This is an optimization exercise on Yosys and OpenROAD, whose aim is small area, not a production implementation.
The RTL was checked by simulation tests, not by an equivalence proof against the original design.
Power and IR drop assume default switching activity.

--- config.mk ---
export PLATFORM = sky130hd
export DESIGN_NAME = icsp_engine
export DESIGN_NICKNAME = icsp_engine
export VERILOG_FILES = /design/flow/design.v
export SDC_FILE = /design/flow/constraint.sdc
export NUM_CORES = 4
export LEC_CHECK = 0
export CAP_MARGIN = 20
export CORE_MARGIN = 2
export CORE_UTILIZATION = 40
export SLEW_MARGIN = 20
--- constraint.sdc ---
create_clock -name core_clock -period 10.0 [get_ports {clk}]
set_input_delay 2.0000 -clock core_clock [delete_from_list [all_inputs] [get_ports {clk}]]
set_output_delay 2.0000 -clock core_clock [all_outputs]
set_load 0.01 [all_outputs]
--- design.v ---
module icsp_engine (
    input  wire        clk,
    input  wire        rst,
    input  wire        req_valid,
    output wire        req_ready,
    input  wire [31:0] req_hdr,
    input  wire [16:0] req_nopd,
    input  wire        opd_valid,
    output wire        opd_ready,
    input  wire [31:0] opd_data,
    output reg         rsp_valid,
    output wire        rsp_status,
    output wire [31:0] rsp_data,
    input  wire        host_abort,
    output reg         icsp_mclr,
    output reg         icsp_clk,
    output reg         icsp_dat_o,
    output reg         icsp_dat_oe,
    input  wire        icsp_dat_i
);
    localparam [2:0] R_OK       = 3'd0,
                     R_NOT_PROG = 3'd1,
                     R_BAD_OP   = 3'd2,
                     R_BAD_ARG  = 3'd3,
                     R_ABORTED  = 3'd4;
    localparam [4:0] K_LOAD_CONFIG = 5'h00,
                     K_LOAD_PM     = 5'h02,
                     K_LOAD_DM     = 5'h03,
                     K_READ_PM     = 5'h04,
                     K_READ_DM     = 5'h05,
                     K_INC         = 5'h06,
                     K_RESET_ADDR  = 5'h16,
                     K_BEGIN_PROG  = 5'h08,
                     K_ERASE_PM    = 5'h09,
                     K_ERASE_DM    = 5'h0B;
    localparam [31:0] KEY = 32'h4D434850;
    localparam [3:0] CL_STATUS = 4'd0,
                     CL_SETT   = 4'd1,
                     CL_GETT   = 4'd2,
                     CL_SEND   = 4'd3,
                     CL_RECV   = 4'd4,
                     CL_ENTER  = 4'd5,
                     CL_EXIT   = 4'd6,
                     CL_RESET  = 4'd7,
                     CL_CMD    = 4'd8,
                     CL_READ   = 4'd9,
                     CL_ERASE  = 4'd10,
                     CL_WRITE  = 4'd11;
    localparam [4:0] S_IDLE     = 5'd0,
                     S_DECODE   = 5'd1,
                     S_FINISH   = 5'd2,
                     S_SETT     = 5'd3,
                     S_SEND     = 5'd4,
                     S_RAWDONE  = 5'd5,
                     S_EP_M1    = 5'd6,
                     S_EP_M0    = 5'd7,
                     S_EP_KEY   = 5'd8,
                     S_EP_TAIL  = 5'd9,
                     S_EP_SETTL = 5'd10,
                     S_MODE_END = 5'd11,
                     S_RT_M1    = 5'd12,
                     S_CMD_GO   = 5'd13,
                     S_RD_LOOP  = 5'd14,
                     S_RD_INC   = 5'd15,
                     S_ER_PM2   = 5'd16,
                     S_WR_B     = 5'd17,
                     S_WR_C     = 5'd18,
                     S_WR_SKIP  = 5'd19,
                     S_WR_LOOP  = 5'd20,
                     S_WR_LOAD  = 5'd21,
                     S_WR_PROG  = 5'd22,
                     S_WR_INC   = 5'd23;
    localparam [1:0] P_NONE = 2'd0,
                     P_WAIT = 2'd1,    
                     P_SUB  = 2'd2,    
                     P_OPD  = 2'd3;    
    localparam [2:0] C_IDLE  = 3'd0,
                     C_OPC   = 3'd1,
                     C_WAIT1 = 3'd2,
                     C_FRAME = 3'd3,
                     C_WAIT2 = 3'd4,
                     C_DONE  = 3'd5,
                     C_FIN   = 3'd6;
    localparam [3:0] B_IDLE   = 4'd0,
                     B_DAT    = 4'd1,
                     B_RISE   = 4'd2,
                     B_FALL   = 4'd3,
                     B_NEXT   = 4'd4,
                     B_DIRIN  = 4'd5,
                     B_RRISE  = 4'd6,
                     B_RFALL  = 4'd7,
                     B_RNEXT  = 4'd8,
                     B_DIROUT = 4'd9;
    reg [4:0]  st;
    reg [1:0]  pend;
    reg [2:0]  cst;
    reg [3:0]  bst;
    reg        bw;           
    reg        cstart, bstart, cdone, bdone;
    reg [3:0]  cls;
    reg [1:0]  rgn;
    reg [15:0] arg;          
    reg [4:0]  cmd_sel;      
    reg [2:0]  res;
    reg        last_q;       
    reg        session;
    reg        cur_valid;
    reg        cur_space;
    reg [15:0] cur_off;
    reg        fault_seen;
    reg [31:0] t0, t1, t2, t3, t4, t5;
    reg [31:0] cnt;
    reg [31:0] sreg;
    reg [5:0]  left;
    wire run = (pend == P_NONE);
    wire [7:0]  h_op    = req_hdr[7:0];
    wire [1:0]  h_rgn   = req_hdr[9:8];
    wire [5:0]  h_nbits = req_hdr[15:10];
    wire [15:0] h_count = req_hdr[31:16];
    reg        d_known, d_badarg, d_noop, d_needprog;
    reg [16:0] d_nopd;
    reg [3:0]  d_cls;
    wire d_is_cmd    = (h_op[7:4] == 4'h2) && (!h_op[3] || h_op[2:1] == 2'b00);
    wire d_is_region = (h_op == 8'h30) || (h_op == 8'h31) || (h_op == 8'h32);
    always @(*) begin
        d_known = 1'b0;
        d_cls   = CL_STATUS;
        case (h_op)
            8'h00: begin d_known = 1'b1; d_cls = CL_STATUS; end
            8'h01: begin d_known = 1'b1; d_cls = CL_SETT;   end
            8'h02: begin d_known = 1'b1; d_cls = CL_GETT;   end
            8'h08: begin d_known = 1'b1; d_cls = CL_SEND;   end
            8'h09: begin d_known = 1'b1; d_cls = CL_RECV;   end
            8'h10: begin d_known = 1'b1; d_cls = CL_ENTER;  end
            8'h11: begin d_known = 1'b1; d_cls = CL_EXIT;   end
            8'h12: begin d_known = 1'b1; d_cls = CL_RESET;  end
            8'h30: begin d_known = 1'b1; d_cls = CL_READ;   end
            8'h31: begin d_known = 1'b1; d_cls = CL_ERASE;  end
            8'h32: begin d_known = 1'b1; d_cls = CL_WRITE;  end
            default: begin d_known = d_is_cmd; d_cls = CL_CMD; end
        endcase
        if (h_op == 8'h08 || h_op == 8'h01 ||
            h_op == 8'h20 || h_op == 8'h21 || h_op == 8'h22)
            d_nopd = 17'd1;
        else if (h_op == 8'h32)
            d_nopd = {1'b0, h_count};
        else
            d_nopd = 17'd0;
        d_badarg = 1'b0;
        if ((h_op == 8'h08 || h_op == 8'h09) &&
            (h_nbits == 6'd0 || (h_nbits[5] && h_nbits[4:0] != 5'd0)))
            d_badarg = 1'b1;
        if (d_is_region && h_rgn == 2'd3)
            d_badarg = 1'b1;
        if ((h_op == 8'h01 || h_op == 8'h02) &&
            (h_count[15:3] != 13'd0 || (h_count[2] && h_count[1])))
            d_badarg = 1'b1;
        if (req_nopd != d_nopd)
            d_badarg = 1'b1;
        if (h_op == 8'h31 && h_rgn == 2'd2)
            d_badarg = 1'b1;
        if (h_op == 8'h32 && h_rgn == 2'd2 &&
            h_count != 16'd0 && h_count != 16'd2)
            d_badarg = 1'b1;
        d_noop     = d_is_region && (h_count == 16'd0);
        d_needprog = d_is_cmd || d_is_region;
    end
    wire cls_out = !cmd_sel[3] && !cmd_sel[2];                     
    wire cls_in  = !cmd_sel[3] && cmd_sel[2] && !cmd_sel[1];       
    wire timed   = cmd_sel[3];                                     
    wire k_lcfg  = !cmd_sel[3] && !cmd_sel[2] && !cmd_sel[1];      
    wire k_inc   = !cmd_sel[4] && cmd_sel[2] && cmd_sel[1];        
    wire k_rst   = cmd_sel[4];                                     
    function gt32;
        input [31:0] a, b;
        integer k;
        reg g;
        begin
            g = 1'b0;
            for (k = 0; k < 32; k = k + 1)
                g = (a[k] & ~b[k]) | (a[k] & g) | (~b[k] & g);
            gt32 = g;
        end
    endfunction
    function [31:0] dec32;
        input [31:0] a;
        integer k;
        reg b;
        begin
            b = 1'b1;
            for (k = 0; k < 32; k = k + 1) begin
                dec32[k] = a[k] ^ b;
                b = b & ~a[k];
            end
        end
    endfunction
    function [5:0] dec6;
        input [5:0] a;
        integer k;
        reg b;
        begin
            b = 1'b1;
            for (k = 0; k < 6; k = k + 1) begin
                dec6[k] = a[k] ^ b;
                b = b & ~a[k];
            end
        end
    endfunction
    function [15:0] inc16;
        input [15:0] a;
        integer k;
        reg c;
        begin
            c = 1'b1;
            for (k = 0; k < 16; k = k + 1) begin
                inc16[k] = a[k] ^ c;
                c = c & a[k];
            end
        end
    endfunction
    wire t2gt1   = gt32(t2, t1);
    reg [5:0] tsh;
    always @(*) begin
        tsh = 6'd0;
        if (bst != B_IDLE)
            tsh[0] = 1'b1;
        else if (cst != C_IDLE) begin
            if (cst == C_WAIT1 && timed && t2gt1)
                tsh[2] = 1'b1;
            else
                tsh[1] = 1'b1;
        end else if (cls == CL_GETT) begin
            case (arg[2:0])
                3'd0: tsh[0] = 1'b1;
                3'd1: tsh[1] = 1'b1;
                3'd2: tsh[2] = 1'b1;
                3'd3: tsh[3] = 1'b1;
                3'd4: tsh[4] = 1'b1;
                default: tsh[5] = 1'b1;
            endcase
        end else if (cls == CL_RESET)
            tsh[5] = 1'b1;
        else if (cls == CL_ENTER) begin
            if (st == S_EP_SETTL)
                tsh[4] = 1'b1;
            else
                tsh[3] = 1'b1;
        end
    end
    reg cnt_ld;
    always @(*) begin
        cnt_ld = 1'b0;
        if (bst != B_IDLE && !bw &&
            (bst == B_DAT || bst == B_RISE || bst == B_FALL ||
             bst == B_DIRIN || bst == B_RRISE || bst == B_RFALL))
            cnt_ld = 1'b1;
        if ((cst == C_WAIT1 || cst == C_WAIT2) && bdone)
            cnt_ld = 1'b1;
        if (run && st == S_DECODE && (cls == CL_ENTER || cls == CL_RESET))
            cnt_ld = 1'b1;
        if (run && (st == S_EP_M1 || st == S_EP_M0 || st == S_EP_SETTL ||
                    st == S_RT_M1))
            cnt_ld = 1'b1;
    end
    wire        t_use = cnt_ld || (run && st == S_DECODE);
    wire [5:0]  tsg   = tsh & {6{t_use}};
    wire [31:0] tsel = ({32{tsg[0]}} & t0) | ({32{tsg[1]}} & t1) |
                       ({32{tsg[2]}} & t2) | ({32{tsg[3]}} & t3) |
                       ({32{tsg[4]}} & t4) | ({32{tsg[5]}} & t5);
    wire cnt_zero = (cnt == 32'd0);
    function ltc32;
        input [31:0] a, c;
        integer k;
        reg l;
        begin
            l = 1'b0;
            for (k = 0; k < 32; k = k + 1)
                l = c[k] ? (~a[k] | l) : (~a[k] & l);
            ltc32 = l;
        end
    endfunction
    wire below_floor = ltc32(t0, 32'd100) || ltc32(t1, 32'd1000) ||
                       ltc32(t2, 32'd5000000) || ltc32(t3, 32'd1000000);
    wire m_opc   = (cst == C_WAIT1);
    wire m_frame = (cst == C_WAIT2);
    wire m_key   = (cst == C_IDLE) && (cls == CL_ENTER);
    wire m_recv  = m_frame ? cls_in : (cst == C_IDLE) && (cls == CL_RECV);
    reg opc_bit;
    always @(*) begin
        case (left[2:0])
            3'd6:    opc_bit = cmd_sel[0];
            3'd5:    opc_bit = cmd_sel[1];
            3'd4:    opc_bit = cmd_sel[2];
            3'd3:    opc_bit = cmd_sel[3];
            3'd2:    opc_bit = cmd_sel[4];
            default: opc_bit = 1'b0;
        endcase
    end
    localparam [31:0] KEY_BY_LEFT = 32'h14258564;
    wire       f_edge = m_frame && ((left == 6'd16) || (left == 6'd1));
    wire       bitval = m_opc ? opc_bit :
                        m_key ? KEY_BY_LEFT[left[4:0]] :
                        f_edge ? 1'b0 : sreg[0];
    wire       tx_shift = !(m_opc || (m_frame && left == 6'd16));
    wire [5:0] nload = m_opc   ? 6'd6 :
                       m_frame ? 6'd16 :
                       m_key   ? ((st == S_EP_TAIL) ? 6'd32 : 6'd1) :
                       arg[5:0];
    wire        fin_fault   = fault_seen || (res == R_NOT_PROG) ||
                              (res == R_BAD_OP) || (res == R_BAD_ARG);
    wire [31:0] status_word = {cur_off, 7'd0, cur_space, cur_valid, below_floor,
                               fin_fault, session, 1'b0, res};
    assign rsp_data = sreg;
    assign rsp_status = rsp_valid && (st == S_IDLE);
    assign req_ready  = (st == S_IDLE);
    assign opd_ready  = (pend == P_OPD);
    wire        t_we  = (st == S_SETT) && run;
    wire [31:0] wd0   = sreg & {32{~rst}};
    wire [31:0] wd1   = sreg | {32{rst}};
    localparam [31:0] RV0 = 32'd100, RV1 = 32'd1000, RV2 = 32'd5000000,
                      RV3 = 32'd10000000, RV4 = 32'd10000000, RV5 = 32'd500000000;
    always @(posedge clk) begin
        if (rst || (t_we && arg[2:0] == 3'd0)) t0 <= (RV0 & wd1) | (~RV0 & wd0);
        if (rst || (t_we && arg[2:0] == 3'd1)) t1 <= (RV1 & wd1) | (~RV1 & wd0);
        if (rst || (t_we && arg[2:0] == 3'd2)) t2 <= (RV2 & wd1) | (~RV2 & wd0);
        if (rst || (t_we && arg[2:0] == 3'd3)) t3 <= (RV3 & wd1) | (~RV3 & wd0);
        if (rst || (t_we && arg[2:0] == 3'd4)) t4 <= (RV4 & wd1) | (~RV4 & wd0);
        if (rst || (t_we && arg[2:0] == 3'd5)) t5 <= (RV5 & wd1) | (~RV5 & wd0);
    end
    wire [15:0] off_inc = inc16(cur_off);
    wire        eq1     = (off_inc == arg);
    integer i;
    wire sh_tx = !bw && bst == B_DAT && tx_shift;
    wire sh_rx = !bw && bst == B_RFALL;
    wire sh_rd = sh_rx && m_frame;
    wire rx_d  = sh_rx && !m_frame && icsp_dat_i;
    reg  [31:0] rx_bit;
    always @(*)
        for (i = 0; i < 32; i = i + 1)
            rx_bit[i] = rx_d && (arg[4:0] == ((i + 1) % 32));
    reg  [31:0] shifted;
    always @(*) begin
        for (i = 0; i < 32; i = i + 1)
            shifted[i] = ((i == 31) ? 1'b0 : sreg[(i + 1) % 32]) | rx_bit[i];
        if (sh_rd) begin
            shifted[31] = icsp_dat_i;
            shifted[15] = 1'b0;
            shifted[14] = icsp_dat_i && (left != 6'd1);
        end
    end
    always @(posedge clk) begin
        cnt <= tsel | (dec32(cnt) & {32{!cnt_ld}});
        if (run && st == S_DECODE)
            sreg <= tsel;
        else if (run && st == S_FINISH)
            sreg <= status_word;
        else if (pend == P_OPD && opd_valid)
            sreg <= opd_data;
        else if (sh_tx || sh_rx)
            sreg <= shifted;
        if (bst == B_IDLE && bstart)
            left <= nload;
        else if (!bw && (bst == B_FALL || bst == B_RFALL))
            left <= dec6(left);
    end
    always @(posedge clk) begin
        if (rst) begin
            st          <= S_IDLE;
            pend        <= P_NONE;
            cst         <= C_IDLE;
            bst         <= B_IDLE;
            bw          <= 1'b0;
            cstart      <= 1'b0;
            bstart      <= 1'b0;
            cdone       <= 1'b0;
            bdone       <= 1'b0;
            session     <= 1'b0;
            cur_valid   <= 1'b0;
            cur_space   <= 1'b0;
            cur_off     <= 16'd0;
            fault_seen  <= 1'b0;
            icsp_mclr   <= 1'b1;
            icsp_clk    <= 1'b0;
            icsp_dat_o  <= 1'b0;
            icsp_dat_oe <= 1'b1;
            rsp_valid   <= 1'b0;
        end else begin
            rsp_valid <= 1'b0;
            cstart    <= 1'b0;
            bstart    <= 1'b0;
            cdone     <= 1'b0;
            bdone     <= 1'b0;
            if (bw) begin
                if (cnt_zero)
                    bw <= 1'b0;
            end else begin
                case (bst)
                    B_IDLE: begin
                        if (bstart)
                            bst <= m_recv ? B_DIRIN : B_DAT;
                    end
                    B_DAT: begin
                        icsp_dat_o <= bitval;
                        bw  <= 1'b1;
                        bst <= B_RISE;
                    end
                    B_RISE: begin
                        icsp_clk <= 1'b1;
                        bw  <= 1'b1;
                        bst <= B_FALL;
                    end
                    B_FALL: begin
                        icsp_clk <= 1'b0;
                        bw  <= 1'b1;
                        bst <= B_NEXT;
                    end
                    B_NEXT: begin
                        if (left == 6'd0) begin
                            bdone <= 1'b1;
                            bst   <= B_IDLE;
                        end else begin
                            bst   <= B_DAT;
                        end
                    end
                    B_DIRIN: begin
                        icsp_dat_oe <= 1'b0;
                        bw  <= 1'b1;
                        bst <= B_RRISE;
                    end
                    B_RRISE: begin
                        icsp_clk <= 1'b1;
                        bw  <= 1'b1;
                        bst <= B_RFALL;
                    end
                    B_RFALL: begin
                        icsp_clk <= 1'b0;
                        bw  <= 1'b1;
                        bst <= B_RNEXT;
                    end
                    B_RNEXT: begin
                        bst <= (left == 6'd0) ? B_DIROUT : B_RRISE;
                    end
                    B_DIROUT: begin
                        icsp_dat_oe <= 1'b1;
                        bdone <= 1'b1;
                        bst   <= B_IDLE;
                    end
                    default: bst <= B_IDLE;
                endcase
            end
            case (cst)
                C_IDLE:  if (cstart) cst <= C_OPC;
                C_OPC: begin
                    bstart <= 1'b1;
                    cst    <= C_WAIT1;
                end
                C_WAIT1: if (bdone) cst <= C_FRAME;
                C_FRAME: begin
                    if (cnt_zero) begin
                        if (cls_out || cls_in) begin
                            bstart <= 1'b1;
                            cst    <= C_WAIT2;
                        end else begin
                            cst    <= C_FIN;
                        end
                    end
                end
                C_WAIT2: if (bdone) cst <= C_DONE;
                C_DONE: begin
                    if (cnt_zero) begin
                        cdone <= 1'b1;
                        cst   <= C_IDLE;
                    end
                end
                C_FIN: begin
                    cdone <= 1'b1;
                    cst   <= C_IDLE;
                end
                default: cst <= C_IDLE;
            endcase
            case (pend)
                P_WAIT: if (cnt_zero) pend <= P_NONE;
                P_OPD:  if (opd_valid) pend <= P_NONE;
                P_SUB: begin
                    if (cdone || (bdone && cst == C_IDLE))
                        pend <= P_NONE;
                    if (cdone) begin
                        if (k_lcfg || k_rst) begin
                            cur_valid <= 1'b1;
                            cur_space <= k_lcfg;
                            cur_off   <= 16'd0;
                        end
                        if (k_inc && cur_valid)
                            cur_off <= off_inc;
                        if (cls_in)
                            rsp_valid <= 1'b1;
                    end
                end
                default: begin
                    case (st)
                        S_IDLE: begin
                            if (req_valid) begin
                                case (h_op[3:0])
                                    4'd0:    cmd_sel <= K_LOAD_CONFIG;
                                    4'd1:    cmd_sel <= K_LOAD_PM;
                                    4'd2:    cmd_sel <= K_LOAD_DM;
                                    4'd3:    cmd_sel <= K_READ_PM;
                                    4'd4:    cmd_sel <= K_READ_DM;
                                    4'd5:    cmd_sel <= K_INC;
                                    4'd6:    cmd_sel <= K_RESET_ADDR;
                                    4'd7:    cmd_sel <= K_BEGIN_PROG;
                                    4'd8:    cmd_sel <= K_ERASE_PM;
                                    default: cmd_sel <= K_ERASE_DM;
                                endcase
                                rgn     <= h_rgn;
                                arg     <= {h_count[15:6],
                                            (h_op[3] && !h_op[4] && !h_op[5]) ? h_nbits
                                                                               : h_count[5:0]};
                                last_q  <= 1'b0;
                                st      <= S_DECODE;
                                if (!d_known) begin
                                    res <= R_BAD_OP;
                                    cls <= CL_STATUS;
                                end else if (d_badarg) begin
                                    res <= R_BAD_ARG;
                                    cls <= CL_STATUS;
                                end else if (d_noop) begin
                                    res <= R_OK;
                                    cls <= CL_STATUS;
                                end else if (d_needprog && !session) begin
                                    res <= R_NOT_PROG;
                                    cls <= CL_STATUS;
                                end else begin
                                    res <= R_OK;
                                    cls <= d_cls;
                                end
                            end
                        end
                        S_DECODE: begin
                            case (cls)
                                CL_SETT: begin
                                    pend <= P_OPD;
                                    st   <= S_SETT;
                                end
                                CL_GETT: begin
                                    rsp_valid <= 1'b1;
                                    st        <= S_FINISH;
                                end
                                CL_SEND: begin
                                    pend <= P_OPD;
                                    st   <= S_SEND;
                                end
                                CL_RECV: begin
                                    bstart <= 1'b1;
                                    pend   <= P_SUB;
                                    st     <= S_RAWDONE;
                                end
                                CL_ENTER: begin
                                    pend <= P_WAIT;
                                    st   <= S_EP_M1;
                                end
                                CL_EXIT: begin
                                    icsp_mclr <= 1'b1;
                                    st        <= S_MODE_END;
                                end
                                CL_RESET: begin
                                    icsp_mclr <= 1'b0;
                                    pend      <= P_WAIT;
                                    st        <= S_RT_M1;
                                end
                                CL_CMD: begin
                                    if (cls_out)
                                        pend <= P_OPD;
                                    st <= S_CMD_GO;
                                end
                                CL_READ: begin
                                    cstart  <= 1'b1;
                                    cmd_sel <= (rgn == 2'd2) ? K_LOAD_CONFIG : K_RESET_ADDR;
                                    pend    <= P_SUB;
                                    st      <= S_RD_LOOP;
                                end
                                CL_ERASE: begin
                                    cstart  <= 1'b1;
                                    cmd_sel <= (rgn == 2'd0) ? K_LOAD_CONFIG : K_ERASE_DM;
                                    pend    <= P_SUB;
                                    st      <= (rgn == 2'd0) ? S_ER_PM2 : S_FINISH;
                                end
                                CL_WRITE: begin
                                    cstart <= 1'b1;
                                    pend   <= P_SUB;
                                    if (rgn == 2'd1) begin
                                        cmd_sel <= K_ERASE_DM;
                                        st      <= S_WR_C;
                                    end else begin
                                        cmd_sel <= K_LOAD_CONFIG;
                                        st      <= (rgn == 2'd0) ? S_WR_B : S_WR_SKIP;
                                    end
                                end
                                default: st <= S_FINISH;
                            endcase
                        end
                        S_FINISH: begin
                            fault_seen <= fin_fault;
                            rsp_valid  <= 1'b1;
                            st         <= S_IDLE;
                        end
                        S_SETT: st <= S_FINISH;
                        S_SEND: begin
                            bstart <= 1'b1;
                            pend   <= P_SUB;
                            st     <= S_RAWDONE;
                        end
                        S_RAWDONE: begin
                            cur_valid <= 1'b0;
                            if (cls == CL_RECV)
                                rsp_valid <= 1'b1;
                            st <= S_FINISH;
                        end
                        S_EP_M1: begin
                            icsp_mclr <= 1'b1;
                            pend      <= P_WAIT;
                            st        <= S_EP_M0;
                        end
                        S_EP_M0: begin
                            icsp_mclr <= 1'b0;
                            pend      <= P_WAIT;
                            st        <= S_EP_KEY;
                        end
                        S_EP_KEY: begin
                            bstart <= 1'b1;
                            pend   <= P_SUB;
                            st     <= S_EP_TAIL;
                        end
                        S_EP_TAIL: begin
                            bstart <= 1'b1;
                            pend   <= P_SUB;
                            st     <= S_EP_SETTL;
                        end
                        S_EP_SETTL: begin
                            pend <= P_WAIT;
                            st   <= S_MODE_END;
                        end
                        S_RT_M1: begin
                            icsp_mclr <= 1'b1;
                            pend      <= P_WAIT;
                            st        <= S_MODE_END;
                        end
                        S_MODE_END: begin
                            session   <= (cls == CL_ENTER);
                            cur_valid <= 1'b0;
                            cur_space <= 1'b0;
                            cur_off   <= 16'd0;
                            st        <= S_FINISH;
                        end
                        S_CMD_GO: begin
                            cstart <= 1'b1;
                            pend   <= P_SUB;
                            st     <= S_FINISH;
                        end
                        S_RD_LOOP: begin
                            if (last_q) begin
                                st <= S_FINISH;
                            end else if (k_inc && host_abort) begin
                                res <= R_ABORTED;
                                st  <= S_FINISH;
                            end else begin
                                cstart  <= 1'b1;
                                cmd_sel <= (rgn == 2'd1) ? K_READ_DM : K_READ_PM;
                                pend    <= P_SUB;
                                st      <= S_RD_INC;
                            end
                        end
                        S_RD_INC: begin
                            cstart  <= 1'b1;
                            cmd_sel <= K_INC;
                            last_q  <= eq1;
                            pend    <= P_SUB;
                            st      <= S_RD_LOOP;
                        end
                        S_ER_PM2: begin
                            cstart  <= 1'b1;
                            cmd_sel <= K_ERASE_PM;
                            pend    <= P_SUB;
                            st      <= S_FINISH;
                        end
                        S_WR_B: begin
                            cstart  <= 1'b1;
                            cmd_sel <= K_ERASE_PM;
                            pend    <= P_SUB;
                            st      <= S_WR_C;
                        end
                        S_WR_C: begin
                            cstart  <= 1'b1;
                            cmd_sel <= K_RESET_ADDR;
                            pend    <= P_SUB;
                            st      <= S_WR_LOOP;
                        end
                        S_WR_SKIP: begin
                            if (cur_off[2:0] == 3'd7) begin
                                cmd_sel <= K_LOAD_CONFIG;
                                st      <= S_WR_LOOP;
                            end else begin
                                cstart  <= 1'b1;
                                cmd_sel <= K_INC;
                                pend    <= P_SUB;
                            end
                        end
                        S_WR_LOOP: begin
                            if (last_q) begin
                                st <= S_FINISH;
                            end else if (k_inc &&
                                         (rgn != 2'd0 || cur_off[3:0] == 4'd0) &&
                                         host_abort) begin
                                res <= R_ABORTED;
                                st  <= S_FINISH;
                            end else begin
                                pend <= P_OPD;
                                st   <= S_WR_LOAD;
                            end
                        end
                        S_WR_LOAD: begin
                            cstart  <= 1'b1;
                            cmd_sel <= (rgn == 2'd1) ? K_LOAD_DM : K_LOAD_PM;
                            pend    <= P_SUB;
                            st      <= S_WR_PROG;
                        end
                        S_WR_PROG: begin
                            last_q <= (rgn == 2'd2) ? !cur_off[0] : eq1;
                            if (rgn != 2'd0 || cur_off[3:0] == 4'd15 || eq1) begin
                                cstart  <= 1'b1;
                                cmd_sel <= K_BEGIN_PROG;
                                pend    <= P_SUB;
                            end
                            st <= S_WR_INC;
                        end
                        S_WR_INC: begin
                            cstart  <= 1'b1;
                            cmd_sel <= K_INC;
                            pend    <= P_SUB;
                            st      <= S_WR_LOOP;
                        end
                        default: st <= S_IDLE;
                    endcase
                end
            endcase
        end
    end
endmodule
--- flow/run.sh ---
#!/bin/bash
# Layout flow: the standard flow (standard.sh) with these changes:
#  - synthesis maps the combinational logic with an area-oriented ABC
#    script (flow/area.abc) and without Yosys's full/half-adder extraction
#    (ADDER_MAP_FILE empty); the rest of the synthesis script is the standard flow's, so
#    the registers are the standard synthesis's;
#  - the port buffers are the smallest buffer, sky130_fd_sc_hd__buf_1;
#  - clock tree synthesis uses clkbuf_8 leaf clusters of at most 16 sinks and
#    no dummy loads.
# Each tool's output is in orfs/logs/; make's output is in flow_make.log.
set -euo pipefail
here=$(pwd)
{ cat "$here/flow/abc_override.tcl"; cat "$here/synth_recipe.tcl"; } > "$here/flow_synth.tcl"
sed "s|SYNTH_SCRIPT=[^ ]*|SYNTH_SCRIPT=$here/flow_synth.tcl ADDER_MAP_FILE=|" standard.sh > "$here/flow_standard.sh"
export FLOW_ABC_SCRIPT="$here/flow/area.abc"
export CTS_ARGS="-sink_clustering_enable -repair_clock_nets -dont_use_dummy_load -buf_list sky130_fd_sc_hd__clkbuf_8 -sink_clustering_size 16 -sink_clustering_max_diameter 50"
export BUFFER_PORTS_ARGS="-buffer_cell sky130_fd_sc_hd__buf_1"
bash "$here/flow_standard.sh" finish > "$here/flow_make.log" 2>&1
--- flow/abc_override.tcl ---
# Use this flow's ABC script for the technology mapping of the
# combinational logic (ORFS's synth.tcl calls abc once, with -script).
# Registers are mapped before abc runs and abc is not given -dff, so the
# registers are the standard synthesis's.
proc abc {args} {
  set i [lsearch -exact $args -script]
  if {$i >= 0} {
    set args [lreplace $args [expr {$i + 1}] [expr {$i + 1}] $::env(FLOW_ABC_SCRIPT)]
  }
  yosys abc {*}$args
}
--- flow/area.abc ---
strash
&get -n
&st
&deepsyn -T 45
&dch
&nf -R 1000 -p
&put
strash
&get -n
&st
&deepsyn -T 45
&dch
&nf -R 1000 -p
&put
strash
&get -n
&st
&deepsyn -T 45
&dch
&nf -R 1000 -p
&put
topo
--- standard.sh ---
#!/bin/bash
# synth_recipe.tcl (not shown) runs the flow's synth.tcl, then flattens the netlist and writes it again
# the make line also repeats each setting of config.mk as NAME=value (left out here)
make -C /OpenROAD-flow-scripts/flow DESIGN_CONFIG=/design/flow/config.mk WORK_HOME=/design/flow/orfs CLKGATE_MAP_FILE= SYNTH_SCRIPT=/design/flow/synth_recipe.tcl "${@:-finish}"
==> notes.md, run 1 <==
- Of the total power, the share spent switching nets is 0.392.
- The standby leakage power is ~5.6 nW.
- The start of the worst register-to-register path is cnt[1]$_DFF_P_.
- The internal power of the cells totals between 0.002 and 0.003 W.
- After layout, the minimum clock period comes to 6.39 ns.
- The routed wire length is 52.5 mm.
- Across all hold checks on the routed design, the worst slack comes to 0.482 ns.
- The initialized floorplan defines 72 standard-cell rows.
- Clock-pin slew was measured on the worst setup and hold paths at ~0.080 ns.
- The count of final max-slew check failures came to 0.
- STA classifies the critical path endpoint as a register.
- The worst max-slew margin expressed relative to the limit is 0.319.
- For this block, the initial DRC count from the detailed router was around 1200.
- The synthesized design contains 337 register bits.
- In the final timing run, aggregate negative setup slack is 0 ns.
- The critical path goes through nor3_1 > nand2b_1 > nor4_1 > nand2b_1 > nor3_1 > nand2b_1 > nor3_1 > nand2b_1 > nor3_1 > nand2b_1 > nor3_1 > nand2b_1 > nor3_1 > nand2b_1 > nor3_1 > nand2b_1 > nor3_1 > nand2b_1 > nor3_1 > nand2b_1 > nor2b_1 > mux2i_1 > nor2_1.
- The routed layout has 13332 vias.
- Setup repair after global routing left no endpoint under its margin.
- The share of the yosys chip area belonging to registers is 0.589.
- The share of the cycle needed by the critical path after routing is 0.639.
- After legalization and detailed placement, the total HPWL measured 37.4 mm.
- For this run, the number of Yosys warnings is 1.
- The setup violation total in the final timing report is 0.
- The most frequent cell on the critical path is sky130_fd_sc_hd__nand2b_1.
- The average footprint of a synthesized cell is 10.7 um^2.
- The share of synthesized registers carrying an async set or reset is 0.
- The cell sitting at the root of the clock tree is a sky130_fd_sc_hd__clkbuf_8.
- For the worst setup path, the data required time is between 10 and 15 ns.
- The clock tree buffer depth is 3.
- The run finished with no timing, DRC or antenna violations.
- The level count of the clock H-tree is 2.
- The combinational cell fraction of total power is 0.335.
- The filler cells instantiated in the layout total 3750.
- The worst hold path begins at icsp_mclr$_SDFFE_PP1P_.
- The number of iterations in the first detailed-routing pass is 8.
- The number of antenna violations at the first check in global routing is 0.
- The die covers 41300 um^2.
- The critical path is of the reg -> reg type.
- The startpoint kind of the worst setup timing path is a register.
- The die height is 203 um.
- For this design, the slowest cell found on the critical path is sky130_fd_sc_hd__nor4_1.
- The data arrival time of the critical path is 6.79 ns.
- The sequential power share is 0.501.
- The total CTS buffers is 36.
- The final worst clock skew is 0.0740 ns.
- In the global route stage, overall resource usage came out at 0.252.
- In this run, synthesis inferred 261 flip-flops with an integrated enable.
- From left edge to right edge, the die measures 203 um.
- After clock tree synthesis, the setup repair step added 0 buffers.
- The distinct cell type count after synthesis is 60.
- At the end of routability-driven placement, the weighted congestion stood at 0.891.
- The number of routed nets with antenna violations is 0.
- For this design, the CTS-stage hold fixing added 0 buffers.
- 127 I/O pins were placed.
- After synthesis the cells add up to 15900 um^2.
- The clock network power share is 0.164.
- In this run the worst setup path begins at cnt[1]$_DFF_P_.
- The core region area is 38900 um^2.
- The via count of the first global-routing pass is 12714.
- The cell count after synthesis came out at around 1500.
- The total count of hold-check failures in the final report is 0.
- Entering global routing, the biggest net connects 54 pins.
- At the pin with the least slew margin, the transition time is between 1 and 1.5 ns.
- In this design, the stage delay of the slowest critical-path cell is 0.41 ns.
- In the final routed layout, each cell accounts on average for 24.1 um.
- In the synthesized netlist the dominant register cell turns out to be sky130_fd_sc_hd__edfxtp_1.
- For this design the ratio of total power to cell area is 267 nW/um^2.
- The buffering stage count on the worst path with inverters included is 0.
- For the worst-skew pair, the clock arrives at the later sink with an insertion delay of 0.60 ns.
- The fraction of final layout cells with drive strength greater than 1 is 0.0438.
- Relative to the synthesized area, the layout overhead comes to 11.8%.
- Port buffering added between 100 and 150 buffers.
- The per-cell via count in the routed design is 6.11.
- The number of max-cap violations is 0.
- The final layout net count is 1754.
- The initial cell density of the core is 0.408.
- The post-synth net total is 1569.
- TritonCTS built the clock tree.
- The analysis attributes to net switching a power of 0.00186 W.
- The total congestion overflow after global routing is 0.
- The path class of the tightest hold or removal check is reg -> reg.
- The number of diodes is 0.
- The residual DRC count is 0.
- The maximum fanout encountered on the critical timing path is 4.
- Among cell families on the critical path, the largest total delay comes from simple AND/OR/NAND/NOR gates.
- VDD sags by at most 115 uV.
- Static timing analysis puts the maximum clock frequency at 0.157 GHz.
- In this run, post-CTS repair resized a total of 0 instances.
- The wire length of the first global-routing pass is just under 80 mm.
- The tree built by TritonCTS fans out to 337 sinks.
synth_stat cells (all sizes together), types with 11 or more instances:
master  number  area, um^2
nand2b      32         200
o211ai      20         150
clkinv      51         191
o22ai       24         150
nor4        22         138
or2         34         213
nor3        47         235
a21oi       70         350
a22oi       61         458
nand3       59         295
xor2        24         210
xnor2       19         166
edfxtp     261        7840
a221oi      41         359
nor2b       64         400
dfxtp       76        1520
a31oi       18         113
nor2       114         428
o21ai      121         606
nand2      165         619
nand4       14        87.6
o21bai      11        82.6
o21a        17         128
final cells by class:
cell class                      instances  area [um^2]  area share
Clock buffer                           36          495      0.0279
Sequential cell                       337         9360       0.527
Timing Repair Buffer                  147          632      0.0356
Multi-Input combinational cell       1094         6430       0.362
Tap cell                              518          648      0.0365
Inverter                               51          191      0.0108
metal layers:
metal	wire length, um	vias to the layer above	track usage
met1	22300	6518	0.335
met5	0	-	0
met3	3650	118	0.0395
met2	24500	627	0.412
li1	-	6069	-
met4	2040	0	0.103
state kept, by name (all words and copies together) (netlist names), 5 cells and up:
register	flops
t4	32
cur_off	16
cnt	32
t1	32
cmd_sel	5
t5	32
t0	32
sreg	32
t2	32
st	5
left	6
t3	32
arg	16
worst paths after layout:
path | depth (start not counted) | end | slack (ns)
hold reg to reg | 1 | icsp_mclr$_SDFFE_PP1P_ | 0.48
setup reg to reg | 23 | cst[2]$_SDFFE_PP0P_ | 3.61
hold / removal | 1 | icsp_mclr$_SDFFE_PP1P_ | 0.48
setup / recovery | 23 | cst[2]$_SDFFE_PP0P_ | 3.61
cells by family after synthesis:
kind of cell           share of synthesized area
AND/OR/NAND/NOR                            0.184
buffers and inverters                     0.0121
AO/OA/AOI/OAI                              0.187
multiplexers                             0.00347
XOR/XNOR                                  0.0237
flip-flops                                 0.589
metrics by stage:
stage	setup slack, ns	instances	util	power (W)	area [um^2]
3_3_place_gp	3.82	2147	0.444	0.00393	17300
2_1_floorplan	4.64	1482	-	0.00325	15900
4_1_cts	3.64	2183	0.456	0.00473	17800
5_1_grt	2.71	2183	0.456	0.00499	17800
3_5_place_dp	3.74	2147	0.444	0.00396	17300
6_report	3.61	2183	0.456	0.00474	17800
power by group through the flow:
stage,combinational [W],sequential (W),clock (W)
4_1_cts,0.00158,0.00236,0.000787
6_report,0.00159,0.00237,0.000775
2_1_floorplan,0.000980,0.00227,0
3_3_place_gp,0.00155,0.00238,0
5_1_grt,0.00174,0.00241,0.000835
3_5_place_dp,0.00157,0.00239,0
cells in the final DEF (no fill, tap or decap), types with 6 or more instances in the layout:
cell type,count
sky130_fd_sc_hd__a211oi_1,10
sky130_fd_sc_hd__a21oi_1,68
sky130_fd_sc_hd__a221oi_1,41
sky130_fd_sc_hd__a22oi_1,61
sky130_fd_sc_hd__a31oi_1,18
sky130_fd_sc_hd__and2_0,9
sky130_fd_sc_hd__and3_1,9
sky130_fd_sc_hd__buf_1,125
sky130_fd_sc_hd__buf_4,21
sky130_fd_sc_hd__clkbuf_8,36
sky130_fd_sc_hd__clkinv_1,51
sky130_fd_sc_hd__dfxtp_1,76
sky130_fd_sc_hd__edfxtp_1,261
sky130_fd_sc_hd__nand2_1,164
sky130_fd_sc_hd__nand2b_1,32
sky130_fd_sc_hd__nand3_1,58
sky130_fd_sc_hd__nand4_1,14
sky130_fd_sc_hd__nor2_1,113
sky130_fd_sc_hd__nor2b_1,64
sky130_fd_sc_hd__nor3_1,46
sky130_fd_sc_hd__nor4_1,22
sky130_fd_sc_hd__o211ai_1,20
sky130_fd_sc_hd__o21a_1,17
sky130_fd_sc_hd__o21ai_0,120
sky130_fd_sc_hd__o21bai_1,6
sky130_fd_sc_hd__o221ai_1,10
sky130_fd_sc_hd__o22ai_1,21
sky130_fd_sc_hd__or2_0,34
sky130_fd_sc_hd__or3_1,9
sky130_fd_sc_hd__xnor2_1,19
sky130_fd_sc_hd__xor2_1,24
worst register-to-register path, stage by stage (launching register included):
cell and delay (ns):
sky130_fd_sc_hd__dfxtp_1 0.34, sky130_fd_sc_hd__nor3_1 0.35, sky130_fd_sc_hd__nand2b_1 0.19, sky130_fd_sc_hd__nor4_1 0.41, sky130_fd_sc_hd__nand2b_1 0.19, sky130_fd_sc_hd__nor3_1 0.34
sky130_fd_sc_hd__nand2b_1 0.17, sky130_fd_sc_hd__nor3_1 0.32, sky130_fd_sc_hd__nand2b_1 0.17, sky130_fd_sc_hd__nor3_1 0.35, sky130_fd_sc_hd__nand2b_1 0.18, sky130_fd_sc_hd__nor3_1 0.32
sky130_fd_sc_hd__nand2b_1 0.17, sky130_fd_sc_hd__nor3_1 0.32, sky130_fd_sc_hd__nand2b_1 0.17, sky130_fd_sc_hd__nor3_1 0.35, sky130_fd_sc_hd__nand2b_1 0.17, sky130_fd_sc_hd__nor3_1 0.34
sky130_fd_sc_hd__nand2b_1 0.18, sky130_fd_sc_hd__nor3_1 0.37, sky130_fd_sc_hd__nand2b_1 0.21, sky130_fd_sc_hd__nor2b_1 0.33, sky130_fd_sc_hd__mux2i_1 0.22, sky130_fd_sc_hd__nor2_1 0.05
==> inputs of run 2 (changes only) <==
--- a/design.v
+++ b/design.v
@@ -81,5 +81,6 @@
                      C_WAIT2 = 3'd4,
                      C_DONE  = 3'd5,
-                     C_FIN   = 3'd6;
+                     C_FIN   = 3'd6,
+                     C_POST  = 3'd7;    
     localparam [3:0] B_IDLE   = 4'd0,
                      B_DAT    = 4'd1,
@@ -91,5 +92,7 @@
                      B_RFALL  = 4'd7,
                      B_RNEXT  = 4'd8,
-                     B_DIROUT = 4'd9;
+                     B_DIROUT = 4'd9,
+                     B_PRE    = 4'd10,    
+                     B_POST   = 4'd11;    
     reg [4:0]  st;
     reg [1:0]  pend;
@@ -97,5 +100,7 @@
     reg [3:0]  bst;
     reg        bw;           
-    reg        cstart, bstart, cdone, bdone;
+    reg        cstart;
+    wire       cdone = (cst == C_POST);
+    wire       bdone = (bst == B_POST);
     reg [3:0]  cls;
     reg [1:0]  rgn;
@@ -223,5 +228,5 @@
     always @(*) begin
         tsh = 6'd0;
-        if (bst != B_IDLE)
+        if (bst != B_IDLE && bst != B_POST)
             tsh[0] = 1'b1;
         else if (cst != C_IDLE) begin
@@ -359,5 +364,5 @@
         else if (sh_tx || sh_rx)
             sreg <= shifted;
-        if (bst == B_IDLE && bstart)
+        if (bst == B_PRE)
             left <= nload;
         else if (!bw && (bst == B_FALL || bst == B_RFALL))
@@ -372,7 +377,4 @@
             bw          <= 1'b0;
             cstart      <= 1'b0;
-            bstart      <= 1'b0;
-            cdone       <= 1'b0;
-            bdone       <= 1'b0;
             session     <= 1'b0;
             cur_valid   <= 1'b0;
@@ -388,7 +390,4 @@
             rsp_valid <= 1'b0;
             cstart    <= 1'b0;
-            bstart    <= 1'b0;
-            cdone     <= 1'b0;
-            bdone     <= 1'b0;
             if (bw) begin
                 if (cnt_zero)
@@ -396,8 +395,7 @@
             end else begin
                 case (bst)
-                    B_IDLE: begin
-                        if (bstart)
-                            bst <= m_recv ? B_DIRIN : B_DAT;
-                    end
+                    B_IDLE: ;
+                    B_PRE:  bst <= m_recv ? B_DIRIN : B_DAT;
+                    B_POST: bst <= B_IDLE;
                     B_DAT: begin
                         icsp_dat_o <= bitval;
@@ -417,6 +415,5 @@
                     B_NEXT: begin
                         if (left == 6'd0) begin
-                            bdone <= 1'b1;
-                            bst   <= B_IDLE;
+                            bst   <= B_POST;
                         end else begin
                             bst   <= B_DAT;
@@ -443,6 +440,5 @@
                     B_DIROUT: begin
                         icsp_dat_oe <= 1'b1;
-                        bdone <= 1'b1;
-                        bst   <= B_IDLE;
+                        bst   <= B_POST;
                     end
                     default: bst <= B_IDLE;
@@ -452,5 +448,5 @@
                 C_IDLE:  if (cstart) cst <= C_OPC;
                 C_OPC: begin
-                    bstart <= 1'b1;
+                    bst <= B_PRE;
                     cst    <= C_WAIT1;
                 end
@@ -459,5 +455,5 @@
                     if (cnt_zero) begin
                         if (cls_out || cls_in) begin
-                            bstart <= 1'b1;
+                            bst <= B_PRE;
                             cst    <= C_WAIT2;
                         end else begin
@@ -469,12 +465,11 @@
                 C_DONE: begin
                     if (cnt_zero) begin
-                        cdone <= 1'b1;
-                        cst   <= C_IDLE;
+                        cst   <= C_POST;
                     end
                 end
                 C_FIN: begin
-                    cdone <= 1'b1;
-                    cst   <= C_IDLE;
+                    cst   <= C_POST;
                 end
+                C_POST:  cst <= C_IDLE;
                 default: cst <= C_IDLE;
             endcase
@@ -552,5 +547,5 @@
                                 end
                                 CL_RECV: begin
-                                    bstart <= 1'b1;
+                                    bst <= B_PRE;
                                     pend   <= P_SUB;
                                     st     <= S_RAWDONE;
@@ -607,5 +602,5 @@
                         S_SETT: st <= S_FINISH;
                         S_SEND: begin
-                            bstart <= 1'b1;
+                            bst <= B_PRE;
                             pend   <= P_SUB;
                             st     <= S_RAWDONE;
@@ -628,10 +623,10 @@
                         end
                         S_EP_KEY: begin
-                            bstart <= 1'b1;
+                            bst <= B_PRE;
                             pend   <= P_SUB;
                             st     <= S_EP_TAIL;
                         end
                         S_EP_TAIL: begin
-                            bstart <= 1'b1;
+                            bst <= B_PRE;
                             pend   <= P_SUB;
                             st     <= S_EP_SETTL;
--- a/flow/run.sh
+++ b/flow/run.sh
@@ -6,5 +6,5 @@
 #    the registers are the standard synthesis's;
 #  - the port buffers are the smallest buffer, sky130_fd_sc_hd__buf_1;
-#  - clock tree synthesis uses clkbuf_8 leaf clusters of at most 16 sinks and
+#  - clock tree synthesis uses clkbuf_4 leaf clusters of at most 10 sinks and
 #    no dummy loads.
 # Each tool's output is in orfs/logs/; make's output is in flow_make.log.
@@ -14,5 +14,5 @@
 sed "s|SYNTH_SCRIPT=[^ ]*|SYNTH_SCRIPT=$here/flow_synth.tcl ADDER_MAP_FILE=|" standard.sh > "$here/flow_standard.sh"
 export FLOW_ABC_SCRIPT="$here/flow/area.abc"
-export CTS_ARGS="-sink_clustering_enable -repair_clock_nets -dont_use_dummy_load -buf_list sky130_fd_sc_hd__clkbuf_8 -sink_clustering_size 16 -sink_clustering_max_diameter 50"
+export CTS_ARGS="-sink_clustering_enable -repair_clock_nets -dont_use_dummy_load -buf_list sky130_fd_sc_hd__clkbuf_4 -sink_clustering_size 10 -sink_clustering_max_diameter 40"
 export BUFFER_PORTS_ARGS="-buffer_cell sky130_fd_sc_hd__buf_1"
 bash "$here/flow_standard.sh" finish > "$here/flow_make.log" 2>&1
==> run 2 against run 1 <==
Clock power shrank 11%. Hold slack lost 0.0088 ns. Sequential power barely moved. Core utilization fell by 0.35 points. Count of clock-buffer cells in the layout up 15. Sequential share of layout area rose by 0.19 points. Critical path depth up 2. Final area shrank 1.0%. Critical path type unchanged. Flip-flop and latch count is 3 lower. Final cell count decreased by 1.1%.
==> notes.md, run 2 <==
- Result of the run: no timing/DRC/antenna violations (unchanged).
- The total number of placement rows is 72 (unchanged).
- The cell depth of the worst flop-to-flop path came to 25 (was 23).
- Unrepaired setup endpoints after global routing: no (unchanged).
- The summed instance area of the synthesized netlist is 15800 um^2 (was 15900 um^2).
- The startpoint kind of the worst setup timing path is a register (unchanged).
- The most frequent cell on the critical path was sky130_fd_sc_hd__nand2b_1 (unchanged).
- The maximum ir drop on the vdd rail was 116 uV (was 115 uV).
- The clock tree buffer depth came to 3 (unchanged).
- The worst max-slew margin expressed relative to the limit was 0.309 (was 0.319).
- The number of synthesized flops with an enable pin is 261 (unchanged).
- The number of inserted filler cells in the final layout was 3721 (was 3750).
- The relative area change from synthesis to final layout is 11.3% (was 11.8%).
- The maximum fanout encountered on the critical timing path is 6 (was 4).
- The total half-perimeter wirelength after legalization and detailed placement is 37.3 mm (was 37.4 mm).
- The critical path data required time came to 10.63 ns (was 10.41 ns).
- Commonest cells post-synth: sky130_fd_sc_hd__edfxtp_1, sky130_fd_sc_hd__nand2_1, sky130_fd_sc_hd__nor2_1, sky130_fd_sc_hd__o21ai_0, sky130_fd_sc_hd__a21oi_1 (was sky130_fd_sc_hd__edfxtp_1, sky130_fd_sc_hd__nand2_1, sky130_fd_sc_hd__o21ai_0, sky130_fd_sc_hd__nor2_1, sky130_fd_sc_hd__dfxtp_1).
- The overall track demand over capacity in global routing is 0.260 (was 0.252).
- The number of routed nets with antenna violations is 0 (unchanged).
- The post-synth net total is 1516 (was 1569).
- Synth area leaders: sky130_fd_sc_hd__edfxtp_1, sky130_fd_sc_hd__dfxtp_1, sky130_fd_sc_hd__o21ai_0, sky130_fd_sc_hd__nand2_1, sky130_fd_sc_hd__a22oi_1 (was sky130_fd_sc_hd__edfxtp_1, sky130_fd_sc_hd__dfxtp_1, sky130_fd_sc_hd__nand2_1, sky130_fd_sc_hd__o21ai_0, sky130_fd_sc_hd__a22oi_1).
- The final worst clock skew was 0.0927 ns (was 0.0740 ns).
- The kind of cell adding the most delay to the critical path is simple AND/OR/NAND/NOR gates (unchanged).
- The per-cell via count in the routed design is 6.20 (was 6.11).
- The cell count after synthesis is 1429 (was 1482).
- The start of the worst register-to-register path is cnt[0]$_DFF_P_ (was cnt[1]$_DFF_P_).
- The power density over the cells came to 272 nW/um^2 (was 267 nW/um^2).
- The start point of the worst hold path was icsp_dat_o$_SDFFE_PP0P_ (was icsp_mclr$_SDFFE_PP1P_).
- The setup violation total in the final timing report is 0 (unchanged).
- The clock network latency to the later pin of the worst-skew pair is 0.81 ns (was 0.60 ns).
- The area of all sequential standard cells is 9300 um^2 (was 9360 um^2).
- The setup fix buffers added after clock tree synthesis is 0 (unchanged).
- The port buffer count is 126 (unchanged).
- The flop and latch count out of synthesis was 334 (was 337).
- The classification of the worst-slack hold path is reg -> reg (unchanged).
- The I/O pin count is 127 (unchanged).
- The average footprint of a synthesized cell is 11.0 um^2 (was 10.7 um^2).
- The share of synthesized registers carrying an async set or reset came to 0 (unchanged).
- The kind of critical path is reg -> reg (unchanged).
- The total congestion overflow after global routing is 0 (unchanged).
- The most used standard cell by instance count after synthesis is sky130_fd_sc_hd__edfxtp_1 (unchanged).
- The share of the yosys chip area belonging to registers is 0.589 (about the same).
- The die height was 203 um (about the same).
- The kind of end point of the critical path is a register (unchanged).
- The distinct cell type count after synthesis is 59 (was 60).
- The routed wire length is 54.2 mm (was 52.5 mm).
- Commonest cells after routing, fill and taps aside: sky130_fd_sc_hd__edfxtp_1, sky130_fd_sc_hd__nand2_1, sky130_fd_sc_hd__buf_1 (unchanged).
- The post-CTS resize count is 0 (unchanged).
- The via count of the first global-routing pass is 13116 (was 12714).
- The number of buffers added to fix hold violations after cts was 0 (unchanged).
- The achievable frequency came to 0.152 GHz (was 0.157 GHz).
- The standby leakage power came to 5.67 nW (was 5.61 nW).
- The longest individual stage delay on the worst path is 0.42 ns (was 0.41 ns).
- The die footprint is 41100 um^2 (was 41300 um^2).
- The width of the chip is 203 um (about the same).
- The critical path's slowest cell is sky130_fd_sc_hd__nor3_1 (was sky130_fd_sc_hd__nor4_1).
- The worst hold margin is 0.473 ns (was 0.482 ns).
- The setup TNS after final layout is 0 ns (unchanged).
- The average wire per standard cell is 25.1 um (was 24.1 um).
- The post-layout instance count excluding filler cells is 2158 (was 2183).
- The wire length of the first global-routing pass came to 80.1 mm (was 78.4 mm).
- The combined area of the multi-input logic cells is 6320 um^2 (was 6430 um^2).
- The number of antenna violations at the first check in global routing is 4 (was 0).
- The worst slack after detailed placement is 3.49 ns (was 3.74 ns).
- The residual DRC count came to 0 (unchanged).
- The final layout net count is 1724 (was 1754).
- The total placed cells including tap cells is 2101 (was 2147).
- The total CTS buffers is 51 (was 36).
- The vias after detailed routing is 13370 (was 13332).
- The number of violations reported at the end of detailed-routing iteration 0 is 1652 (was 1216).
- The leading cell type in the layout, fill and taps excluded is sky130_fd_sc_hd__edfxtp_1 (unchanged).
- The post-route core utilization is 0.453 (was 0.456).
- The core region area is 38800 um^2 (was 38900 um^2).
- The data arrival time of the critical path is 7.21 ns (was 6.79 ns).
- The count of final max-slew check failures is 0 (unchanged).
- The TritonCTS clock tree is done (unchanged).
- The hold-critical path endpoint is icsp_dat_o$_SDFFE_PP0P_ (was icsp_mclr$_SDFFE_PP1P_).
- The initial cell density of the core is 0.407 (was 0.408).
- The level count of the clock H-tree is 2 (unchanged).
- The library cell occupying the most area in the post-synthesis netlist is sky130_fd_sc_hd__edfxtp_1 (unchanged).
- The clock transition time at the flip-flop clock pins of the worst setup and hold paths is 0.10 ns (was 0.08 ns).
- The share of the cycle needed by the critical path after routing is 0.658 (was 0.639).
- The final setup slack of the worst path was 3.42 ns (was 3.61 ns).
- The clock tree root driver cell is sky130_fd_sc_hd__clkbuf_4 (was sky130_fd_sc_hd__clkbuf_8).
- The actual slew at the worst max-slew pin is 1.03 ns (was 1.02 ns).
- The final critical-path required period is 6.58 ns (was 6.39 ns).
- The warning count from the yosys run is 1 (unchanged).
- The clock net sink count is 334 (was 337).
- The routability congestion estimate from global placement is 0.900 (was 0.891).
- The total count of hold-check failures in the final report is 0 (unchanged).
- The commonest register cell after synthesis is sky130_fd_sc_hd__edfxtp_1 (unchanged).
- The number of max-cap violations was 0 (unchanged).
- The share of the synthesized area in the top cell type is 0.496 (was 0.494).
- The slack of the worst reg-to-reg path is 3.42 ns (was 3.61 ns).
- The number of iterations in the first detailed-routing pass was 6 (was 8).
- The reg-to-reg endpoint is bst[0]$_SDFF_PP0_ (was cst[2]$_SDFFE_PP0P_).
- The fraction of final layout cells with drive strength greater than 1 was 0.0557 (was 0.0438).
- The buffering stage count on the worst path with inverters included was 0 (unchanged).
- The maximum number of pins on one net before global-route repair is 49 (was 54).
- The instance count along the most critical hold path came to 2 (was 1).
## run 2: cell types whose count changed in the layout (fill, tap and decap cells not counted), sizes merged, moves of 8 or more
cell	before	now
a222oi	5	26
buf	147	155
clkbuf	36	51
nand2	165	128
nand3	59	38
nor2	114	103
nor4	22	30
o21ai	121	98
o221ai	10	2
## run 2: worst max-delay path by stage
stage,startpoint,endpoint,slack [ns],cells past startpoint
after global routing,cnt[0]$_DFF_P_,bst[0]$_SDFF_PP0_,2.78,25
after floorplan,t1[2]$_DFFE_PP_,sreg[14]$_DFFE_PP_,2.40,27
after CTS,cnt[1]$_DFF_P_,bst[0]$_SDFF_PP0_,3.44,25
final,cnt[0]$_DFF_P_,bst[0]$_SDFF_PP0_,3.42,25
after detailed placement,cnt[0]$_DFF_P_,bst[0]$_SDFF_PP0_,3.49,25
after global placement,cnt[1]$_DFF_P_,bst[0]$_SDFF_PP0_,3.71,25
## run 2: cells by family after synthesis
logic type,Yosys count,share of synthesized area
AND/OR/NAND/NOR,530,0.169
AO/OA/AOI/OAI,464,0.202
flip-flops,334,0.589
buffers and inverters,54,0.0128
XOR/XNOR,42,0.0233
multiplexers,5,0.00349
## run 2: layout make-up
class / count / area share
diodes: 5 / 0.000712
clock buffers: 51 / 0.0218
inverters: 54 / 0.0115
multi-input cells: 1041 / 0.360
flip-flops and latches: 334 / 0.529
well taps: 518 / 0.0369
repair buffers: 155 / 0.0405
## run 2: power breakdown
group	switching, W	leakage, nW	internal [W]	total (W)
clock	0.000457	0.235	0.000232	0.000689
combinational	0.00111	2.28	0.000587	0.00170
sequential	0.000375	3.15	0.00202	0.00239
total	0.00194	5.67	0.00284	0.00478
## run 2: routing by layer
layer | routed length (um) | vias up | global-route usage
met2 | 26200 | 691 | 0.438
li1 | - | 6073 | -
met3 | 5340 | 97 | 0.0666
met4 | 1400 | 0 | 0.0779
met1 | 21300 | 6509 | 0.331
met5 | 0 | - | 0
## run 2: tightest hold or removal path, stage by stage (launching register included)
cell and delay [ns]:
sky130_fd_sc_hd__dfxtp_1 0.32, sky130_fd_sc_hd__nand2b_1 0.06, sky130_fd_sc_hd__a21oi_1 0.05
## run 2: stage by stage
stage / power, W / area, um^2
6_report: 0.00478 / 17600
2_1_floorplan: 0.00331 / 15800
5_1_grt: 0.00505 / 17600
3_3_place_gp: 0.00404 / 17200
4_1_cts: 0.00475 / 17500
3_5_place_dp: 0.00406 / 17200
==> inputs of run 3 (changes only) <==
--- a/config.mk
+++ b/config.mk
@@ -8,4 +8,4 @@
 export CAP_MARGIN = 20
 export CORE_MARGIN = 2
-export CORE_UTILIZATION = 40
+export CORE_UTILIZATION = 60
 export SLEW_MARGIN = 20
==> run 3 against run 2 <==
Worst setup slack lost 0.063 ns. Critical path depth is the same. Die area shrank 33%. Total power shrank 1.5%. Critical path type unchanged. Area after synthesis is the same. Count of clock-buffer cells in the layout shrank 6. Non-clock buffer count shrank 5. Flip-flop and latch count is the same. Via count grew 0.99%. Final area shrank 1.9%.
==> notes.md, run 3 <==
- The clock network latency to the later pin of the worst-skew pair is 0.71 ns (was 0.81 ns).
- The port buffer count is 126 (unchanged).
- The core region area is 26000 um^2 (was 38800 um^2).
- The per-cell via count in the routed design is 6.89 (was 6.20).
- The initial cell density of the core was 0.608 (was 0.407).
- The overall track demand over capacity in global routing is 0.348 (was 0.260).
- Unrepaired setup endpoints after global routing: no (unchanged).
- The count of final max-slew check failures is 0 (unchanged).
- The vias after detailed routing is 13502 (was 13370).
- The TritonCTS clock tree was done (unchanged).
- The clock transition time at the flip-flop clock pins of the worst setup and hold paths is 0.11 ns (was 0.10 ns).
- The cell depth of the worst flop-to-flop path was 25 (unchanged).
- The clock tree root driver cell was sky130_fd_sc_hd__clkbuf_4 (unchanged).
- The number of inserted filler cells in the final layout was 2094 (was 3721).
- The total CTS buffers came to 45 (was 51).
- The number of max-cap violations is 0 (unchanged).
- The post-synth net total is 1516 (unchanged).
- Commonest cells after routing, fill and taps aside: sky130_fd_sc_hd__edfxtp_1, sky130_fd_sc_hd__nand2_1, sky130_fd_sc_hd__buf_1 (unchanged).
- The kind of critical path is reg -> reg (unchanged).
- The post-CTS resize count is 0 (unchanged).
- The I/O pin count was 127 (unchanged).
- The actual slew at the worst max-slew pin was 1.01 ns (was 1.03 ns).
- The share of the synthesized area in the top cell type came to 0.496 (unchanged).
- The clock net sink count was 334 (unchanged).
- The final layout net count is 1713 (was 1724).
- The total half-perimeter wirelength after legalization and detailed placement is 34.9 mm (was 37.3 mm).
- The final worst clock skew came to 0.0944 ns (was 0.0927 ns).
- The total number of placement rows is 59 (was 72).
- The total power consumption of the routed design is 0.00471 W (was 0.00478 W).
- The summed instance area of the synthesized netlist is 15800 um^2 (unchanged).
- The relative area change from synthesis to final layout is 9.20% (was 11.3%).
- The fraction of final layout cells with drive strength greater than 1 is 0.0493 (was 0.0557).
- The critical path's slowest cell is sky130_fd_sc_hd__nor4_1 (was sky130_fd_sc_hd__nor3_1).
- The setup TNS after final layout is 0 ns (unchanged).
- The post-route core utilization is 0.664 (was 0.453).
- The distinct cell type count after synthesis is 59 (unchanged).
- The number of buffers added to fix hold violations after cts is 0 (unchanged).
- The via count of the first global-routing pass is 12898 (was 13116).
- The power density over the cells came to 273 nW/um^2 (was 272 nW/um^2).
- The average footprint of a synthesized cell is 11.0 um^2 (unchanged).
- The share of the yosys chip area belonging to registers is 0.589 (unchanged).
- The maximum number of pins on one net before global-route repair is 80 (was 49).
- The kind of end point of the critical path is a register (unchanged).
- The startpoint kind of the worst setup timing path is a register (unchanged).
- The data arrival time of the critical path is 7.16 ns (was 7.21 ns).
- The longest individual stage delay on the worst path is 0.42 ns (about the same).
- The maximum ir drop on the vdd rail is 148 uV (was 116 uV).
- The share of synthesized registers carrying an async set or reset is 0 (unchanged).
- The number of synthesized flops with an enable pin is 261 (unchanged).
- The level count of the clock H-tree is 2 (unchanged).
- The library cell occupying the most area in the post-synthesis netlist is sky130_fd_sc_hd__edfxtp_1 (unchanged).
- The total count of hold-check failures in the final report is 0 (unchanged).
- The worst max-slew margin expressed relative to the limit is 0.319 (was 0.309).
- The routability congestion estimate from global placement came to 1.02 (was 0.900).
- The capturing instance or port of the critical path is bst[0]$_SDFF_PP0_ (unchanged).
- The number of routed nets with antenna violations is 0 (unchanged).
- The residual DRC count came to 0 (unchanged).
- The maximum fanout encountered on the critical timing path is 6 (unchanged).
- Result of the run: no timing/DRC/antenna violations (unchanged).
- The achievable frequency is 0.151 GHz (was 0.152 GHz).
- The die height is 166 um (was 203 um).
- The die footprint was 27600 um^2 (was 41100 um^2).
- Synth area leaders: sky130_fd_sc_hd__edfxtp_1, sky130_fd_sc_hd__dfxtp_1, sky130_fd_sc_hd__o21ai_0, sky130_fd_sc_hd__nand2_1, sky130_fd_sc_hd__a22oi_1 (unchanged).
- The warning count from the yosys run is 1 (unchanged).
- The final critical-path required period is 6.64 ns (was 6.58 ns).
- The setup fix buffers added after clock tree synthesis is 0 (unchanged).
- The leading cell type in the layout, fill and taps excluded is sky130_fd_sc_hd__edfxtp_1 (unchanged).
- The most frequent cell on the critical path is sky130_fd_sc_hd__nand2b_1 (unchanged).
- The reg-to-reg endpoint is bst[0]$_SDFF_PP0_ (unchanged).
- The width of the chip was 166 um (was 203 um).
- The routed wire length came to 49.0 mm (was 54.2 mm).
- The cell count after synthesis is 1429 (unchanged).
- The number of iterations in the first detailed-routing pass was 8 (was 6).
- Commonest cells post-synth: sky130_fd_sc_hd__edfxtp_1, sky130_fd_sc_hd__nand2_1, sky130_fd_sc_hd__nor2_1, sky130_fd_sc_hd__o21ai_0, sky130_fd_sc_hd__a21oi_1 (unchanged).
- The flop and latch count out of synthesis is 334 (unchanged).
- The most used standard cell by instance count after synthesis is sky130_fd_sc_hd__edfxtp_1 (unchanged).
- The total congestion overflow after global routing was 0 (unchanged).
- The number of antenna violations at the first check in global routing is 4 (unchanged).
- The average wire per standard cell is 25.0 um (was 25.1 um).
- The start of the worst register-to-register path is cnt[1]$_DFF_P_ (was cnt[0]$_DFF_P_).
- The setup violation total in the final timing report is 0 (unchanged).
- The number of violations reported at the end of detailed-routing iteration 0 is 1952 (was 1652).
- The standby leakage power was 5.61 nW (was 5.67 nW).
- The wire length of the first global-routing pass is 74.5 mm (was 80.1 mm).
- The commonest register cell after synthesis is sky130_fd_sc_hd__edfxtp_1 (unchanged).
- The share of the cycle needed by the critical path after routing is 0.664 (was 0.658).
- The critical path data required time came to 10.52 ns (was 10.63 ns).
- The start point of the critical path is cnt[1]$_DFF_P_ (was cnt[0]$_DFF_P_).
- The classification of the worst-slack hold path is reg -> reg (unchanged).
- The slack of the worst reg-to-reg path is 3.36 ns (was 3.42 ns).
- The clock tree buffer depth came to 3 (unchanged).
==> run 3: cell counts after synthesis <==
Identical to the previous run, type by type.
==> run 3: critical path: cells and delay by family, from the launching register on <==
| kind | cells | cell delay, ns |
|---|---|---|
| simple gates | 23 | 5.96 |
| flops | 1 | 0.35 |
| compound gates | 2 | 0.15 |
==> run 3: stage by stage <==
stage / cells / setup WS (ns) / area (um^2) / hold WS (ns)
after global routing: 1960 / 2.37 / 17200 / 0.520
after detailed placement: 1914 / 3.40 / 16900 / 0.451
final: 1961 / 3.36 / 17200 / 0.467
after floorplan: 1429 / 2.40 / 15800 / 0.427
after global placement: 1914 / 3.82 / 16900 / 0.440
after CTS: 1959 / 3.32 / 17200 / 0.467
==> run 3: power breakdown <==
group	leakage, nW	total [W]	switching, W	internal [W]
Clock	0.207	0.000642	0.000436	0.000207
Sequential	3.15	0.00242	0.000397	0.00202
Combinational	2.25	0.00165	0.00109	0.000566
Total	5.61	0.00471	0.00192	0.00279
==> run 3: per-layer routing <==
metal / vias up / routed length [um] / GRT usage
met4: 4 / 2100 / 0.140
met3: 144 / 4690 / 0.0610
met5: - / 27 / 0
li1: 6044 / - / -
met2: 836 / 23500 / 0.580
met1: 6474 / 18700 / 0.456
==> run 3: logic make-up (layout without fill, tap and decap cells) <==
| family | Yosys count | after routing | share of synthesized area |
|---|---|---|---|
| and+or+nand+nor | 530 | 530 | 0.169 |
| buffers and inverters | 54 | 249 | 0.0128 |
| DFF | 334 | 334 | 0.589 |
| muxes | 5 | 5 | 0.00349 |
| other | 0 | 2 | 0 |
| AOI/OAI and AO/OA | 464 | 464 | 0.202 |
| xor gates and xnor gates | 42 | 42 | 0.0233 |
==> run 3: final cells by class <==
cell class	count	area (um^2)	area share
flip-flops and latches	334	9300	0.539
inverters	54	203	0.0118
clock buffers	45	338	0.0196
well taps	335	419	0.0243
multi-input cells	1041	6320	0.367
diodes	2	5.00	0.000290
repair buffers	150	654	0.0380
==> run 3: worst min path at each step <==
stage	depth (start not counted)	start	endpoint	slack, ns
floorplan	2	fault_seen$_SDFFE_PP0P_	fault_seen$_SDFFE_PP0P_	0.43
global placement	2	fault_seen$_SDFFE_PP0P_	fault_seen$_SDFFE_PP0P_	0.44
detailed placement	2	fault_seen$_SDFFE_PP0P_	fault_seen$_SDFFE_PP0P_	0.45
CTS	2	icsp_dat_o$_SDFFE_PP0P_	icsp_dat_o$_SDFFE_PP0P_	0.47
global route	2	fault_seen$_SDFFE_PP0P_	fault_seen$_SDFFE_PP0P_	0.52
finish	2	icsp_dat_o$_SDFFE_PP0P_	icsp_dat_o$_SDFFE_PP0P_	0.47

-- port drivers added, routing unchanged --
The results above use ideal ports. As a check the final layouts listed here were re-extracted and re-timed, cells and wires unchanged. Step 1: set_driving_cell puts a clkbuf_16 on clk and a buf_2 on each other input, an assumption about the parent block. Step 2 adds t to the input delays and takes it off the output delays; t is the mean of the earliest and latest rising clock arrival at the registers after step 1. Input paths then give back, and output paths get back, about the clock's delay inside the block. a / b / c = no drivers / after step 1 / after step 2; a / b = the first two.
| run | t (ns) | slack for setup (ns) | worst setup path at the end | clock arrival spread, ns | worst register clock-pin slew, ns |
|---|---|---|---|---|---|
| run 1 | 0.607 | 3.613 / 3.613 / 3.613 | register to register | 0.074 / 0.074 | 0.10 / 0.10 |
| run 2 | 0.817 | 3.418 / 3.418 / 3.418 | register to register | 0.097 / 0.097 | 0.11 / 0.11 |
| run 3 | 0.710 | 3.356 / 3.356 / 3.356 | register to register | 0.095 / 0.095 | 0.11 / 0.11 |
After both steps every run listed still meets setup and hold.
